This is an optimization exercise on Yosys and OpenROAD, whose aim is small area, a short achievable clock period and few clock cycles per item, not a production implementation. The RTL was checked by simulation tests, not by an equivalence proof against the original design. Power and IR drop assume default switching activity.

Design m64p_unit, start of the top module:
module m64p_unit (
    input  wire        clk,
    input  wire        rst,
    input  wire        in_valid,
    output wire        in_ready,
    input  wire [2:0]  in_kind,
    input  wire [3:0]  in_reg,
    input  wire [63:0] in_data,
    output wire        out_valid,
    output wire [63:0] out_data
);
    localparam [63:0] PRNG_RESET_S0 = 64'h9E3779B97F4A7C15;
    localparam [63:0] PRNG_RESET_S1 = 64'hBF58476D1CE4E5B9;
    localparam [2:0] K_WRITE_REG  = 3'd0;
    localparam [2:0] K_READ_REG   = 3'd1;
    localparam [2:0] K_COMMAND    = 3'd2;
    localparam [2:0] K_READ_STAT  = 3'd3;
    localparam [2:0] K_READ_FAULT = 3'd4;
    localparam [7:0] OP_ADD     = 8'h01;
    localparam [7:0] OP_XOR     = 8'h02;
    localparam [7:0] OP_SHIFT   = 8'h03;
    localparam [7:0] OP_SHIFTI  = 8'h04;
    localparam [7:0] OP_MUL32   = 8'h05;
    localparam [7:0] OP_IMUL32  = 8'h06;
    localparam [7:0] OP_MUL     = 8'h07;
    localparam [7:0] OP_IMUL    = 8'h08;
    localparam [7:0] OP_DIVMOD  = 8'h09;
    localparam [7:0] OP_LDSTATE = 8'h10;
    localparam [7:0] OP_RDSTATE = 8'h11;
    localparam [7:0] OP_NEXT    = 8'h12;
    localparam [7:0] OP_DRAW32  = 8'h13;
    localparam [7:0] OP_PICK    = 8'h14;
    localparam [3:0] CAUSE_ILLEGAL = 4'd1;
    localparam [3:0] CAUSE_DIVZERO = 4'd2;
    localparam [3:0] CAUSE_EMPTY   = 4'd3;
    reg         sk_v;
    reg  [2:0]  sk_kind;
    reg  [3:0]  sk_reg;
    reg  [63:0] sk_data;
    reg         ir_v;
    reg  [2:0]  ir_kind;
    reg  [3:0]  ir_reg;
    reg  [63:0] ir_data;
    reg  [3:0]  ir_ra;       
    reg         ir_ph;       
    wire        adv;         
  ...
clock: 18.0 ns
lec_check: 0
cap_margin: 30
core_margin: 2
core_utilization: 30
gpl_routability_driven: 1
place_density: 0.45
slew_margin: 70
standard.sh (not shown) runs the stock make flow with config.mk's settings and CLKGATE_MAP_FILE= SYNTH_SCRIPT=/design/flow/synth_recipe.tcl, a recipe that flattens the netlist after the stock synthesis.
==> flow/flow/run.sh <==
#!/bin/bash
set -euo pipefail
cd "$(dirname "$0")/.."
# synthesis .. CTS: the CTS-stage repair aims at about 5.5 ns
bash standard.sh SETUP_SLACK_MARGIN=12.5 cts > flow_to_cts.log 2>&1
# global route .. finish: repair again after global routing
bash standard.sh SETUP_SLACK_MARGIN=12.5 TNS_END_PERCENT=30 finish > flow_to_finish.log 2>&1
Testbench counts at the start, summed over its fixed seeds: cycles 20,648, txns 16,168.
Edit:
- CORE_UTILIZATION: 30 -> 40
- PLACE_DENSITY: 0.45 -> 0.55
- SLEW_MARGIN: 70 -> 50
The new run completed without violations.
Total power falls by 2.1%.
Cell count falls by 9.3%.
Die area falls by 25%.
Sequential power barely changes.
Routed wire length falls by 8.1%.
Area after synthesis does not change.
Utilization rises by 9.4 points.

* * *

Another version of the RTL of m64p_unit (not shown whole).
Size in the first run: about 17000 cells after synthesis, roughly 2000 flip-flops, roughly 140 I/O pins.
==> flow/config.mk <==
export PLATFORM = sky130hd
export DESIGN_NAME = m64p_unit
export DESIGN_NICKNAME = m64p_unit
export VERILOG_FILES = /design/flow/design.v
export SDC_FILE = /design/flow/constraint.sdc
export NUM_CORES = 8
export LEC_CHECK = 0
export CAP_MARGIN = 30
export CORE_MARGIN = 2
export CORE_UTILIZATION = 30
export GPL_ROUTABILITY_DRIVEN = 1
export PLACE_DENSITY = 0.5
export SLEW_MARGIN = 50
==> flow/constraint.sdc <==
create_clock -name core_clock -period 18.0 [get_ports {clk}]
set_input_delay 3.6000 -clock core_clock [delete_from_list [all_inputs] [get_ports {clk}]]
set_output_delay 3.6000 -clock core_clock [all_outputs]
set_load 0.01 [all_outputs]
==> flow/flow/run.sh <==
#!/bin/bash
set -euo pipefail
cd "$(dirname "$0")/.."
# synthesis .. CTS: the CTS-stage repair aims at about 5.3 ns
bash standard.sh SETUP_SLACK_MARGIN=12.7 cts > flow_to_cts.log 2>&1
# global route .. finish: repair again after global routing
bash standard.sh SETUP_SLACK_MARGIN=12.7 TNS_END_PERCENT=50 finish > flow_to_finish.log 2>&1
The baseline passed the timing, design-rule and antenna checks.
Testbench counts at the start, summed over its fixed seeds: cycles 20,648, txns 16,168.
Change:
==> flow/flow/run.sh (replaced) <==
#!/bin/bash
set -euo pipefail
cd "$(dirname "$0")/.."
# synthesis .. CTS: the CTS-stage repair aims at about 5.2 ns
bash standard.sh SETUP_SLACK_MARGIN=12.8 cts > flow_to_cts.log 2>&1
# global route .. finish: repair again after global routing
bash standard.sh SETUP_SLACK_MARGIN=12.8 TNS_END_PERCENT=50 finish > flow_to_finish.log 2>&1
Settings changed: PLACE_DENSITY 0.5 to 0.45.
=> The changed run finished but fails on max-capacitance violations, max-slew violations. Clock power grows by 8.3%. Wire length increases by 6.6%. Utilization climbs by 0.69 points. First-iteration DRC count falls by 1.5%. Count of clock-buffer cells in the layout rises by 34. Worst setup slack gets better by 0.15 ns. Power went up by 2.5%. Flip-flop and latch count stays the same. Design area increases by 1.9%. Register-to-register slack improved by 0.15 ns.
Change:
==> flow/flow/run.sh (replaced) <==
#!/bin/bash
set -euo pipefail
cd "$(dirname "$0")/.."
# synthesis .. CTS: the CTS-stage repair aims at about 5.5 ns
bash standard.sh SETUP_SLACK_MARGIN=12.5 cts > flow_to_cts.log 2>&1
# global route .. finish: repair again after global routing
bash standard.sh SETUP_SLACK_MARGIN=12.5 TNS_END_PERCENT=30 finish > flow_to_finish.log 2>&1
The new run finished with timing, DRC and antenna clean.
Setup slack degrades by 0.24 ns.
Global-route usage drops by 0.75 points.
Die area does not change.
Utilization drops by 0.91 points.
Non-clock buffer count drops by 207.
Change:
==> flow/flow/run.sh (replaced) <==
#!/bin/bash
set -euo pipefail
cd "$(dirname "$0")/.."
# synthesis .. CTS: the CTS-stage repair aims at about 5.3 ns
bash standard.sh SETUP_SLACK_MARGIN=12.7 cts > flow_to_cts.log 2>&1
# global route .. finish: repair again after global routing
bash standard.sh SETUP_SLACK_MARGIN=12.7 TNS_END_PERCENT=50 finish > flow_to_finish.log 2>&1
Settings changed: SLEW_MARGIN 50 to 40.
Sequential power hardly moves; via count is higher slightly; global-route usage is higher by 0.25 points; non-clock buffer count is higher by 16; register-to-register slack improves by 0.17 ns.
Change:
Settings changed: SLEW_MARGIN 40 to 50.
Result:
- clock skew goes up by 0.036 ns
- non-clock buffer count goes up by 31
- hold slack barely changes
- utilization goes up by 0.14 points
- synthesized cell count stays the same
- sequential cell count stays the same
- total power stays flat

==> afterwards: timing with drivers on the ports <==
How much do the figures lean on ideal ports? The routed layouts below were timed once more, with nothing changed but the port constraints. Step 1 (the two cells are an assumption about what drives the block):
set clk [get_ports {clk}]
set_driving_cell -lib_cell sky130_fd_sc_hd__clkbuf_16 $clk
set_driving_cell -lib_cell sky130_fd_sc_hd__buf_2 [delete_from_list [all_inputs] $clk]
Step 2 moves the port delays by t, midway between the first and last clock arrival at a register: inputs arrive t later, outputs are due t later. That takes back most of the time a late clock gives input paths. Three values: ideal, step 1, step 2; two values: the first two.
run	t, ns	setup slack, ns	latest minus earliest clock arrival (ns)	worst data-port slew with drivers (ns)	cell pins on the clock port's net
the first run of note 1	1.161	12.027 / 12.027 / 12.027	0.187 / 0.187	0.18	1
the second run of note 1	1.118	12.001 / 12.001 / 12.001	0.082 / 0.082	0.19	1
the first run of note 2	1.154	12.198 / 12.198 / 12.143	0.107 / 0.106	0.09	1
the second run of note 2	1.152	12.343 / 12.343 / 12.343	0.096 / 0.096	0.21	1
the third run of note 2	1.117	12.101 / 12.101 / 12.101	0.061 / 0.060	0.27	1
the fourth run of note 2	1.158	12.275 / 12.275 / 12.275	0.144 / 0.144	0.25	1
the fifth run of note 2	1.121	12.353 / 12.353 / 12.353	0.181 / 0.181	0.26	1
For the first run of note 2, which loses most, drivers alone change the setup slack by 0.000 ns; drivers and shift together by -0.055 ns.
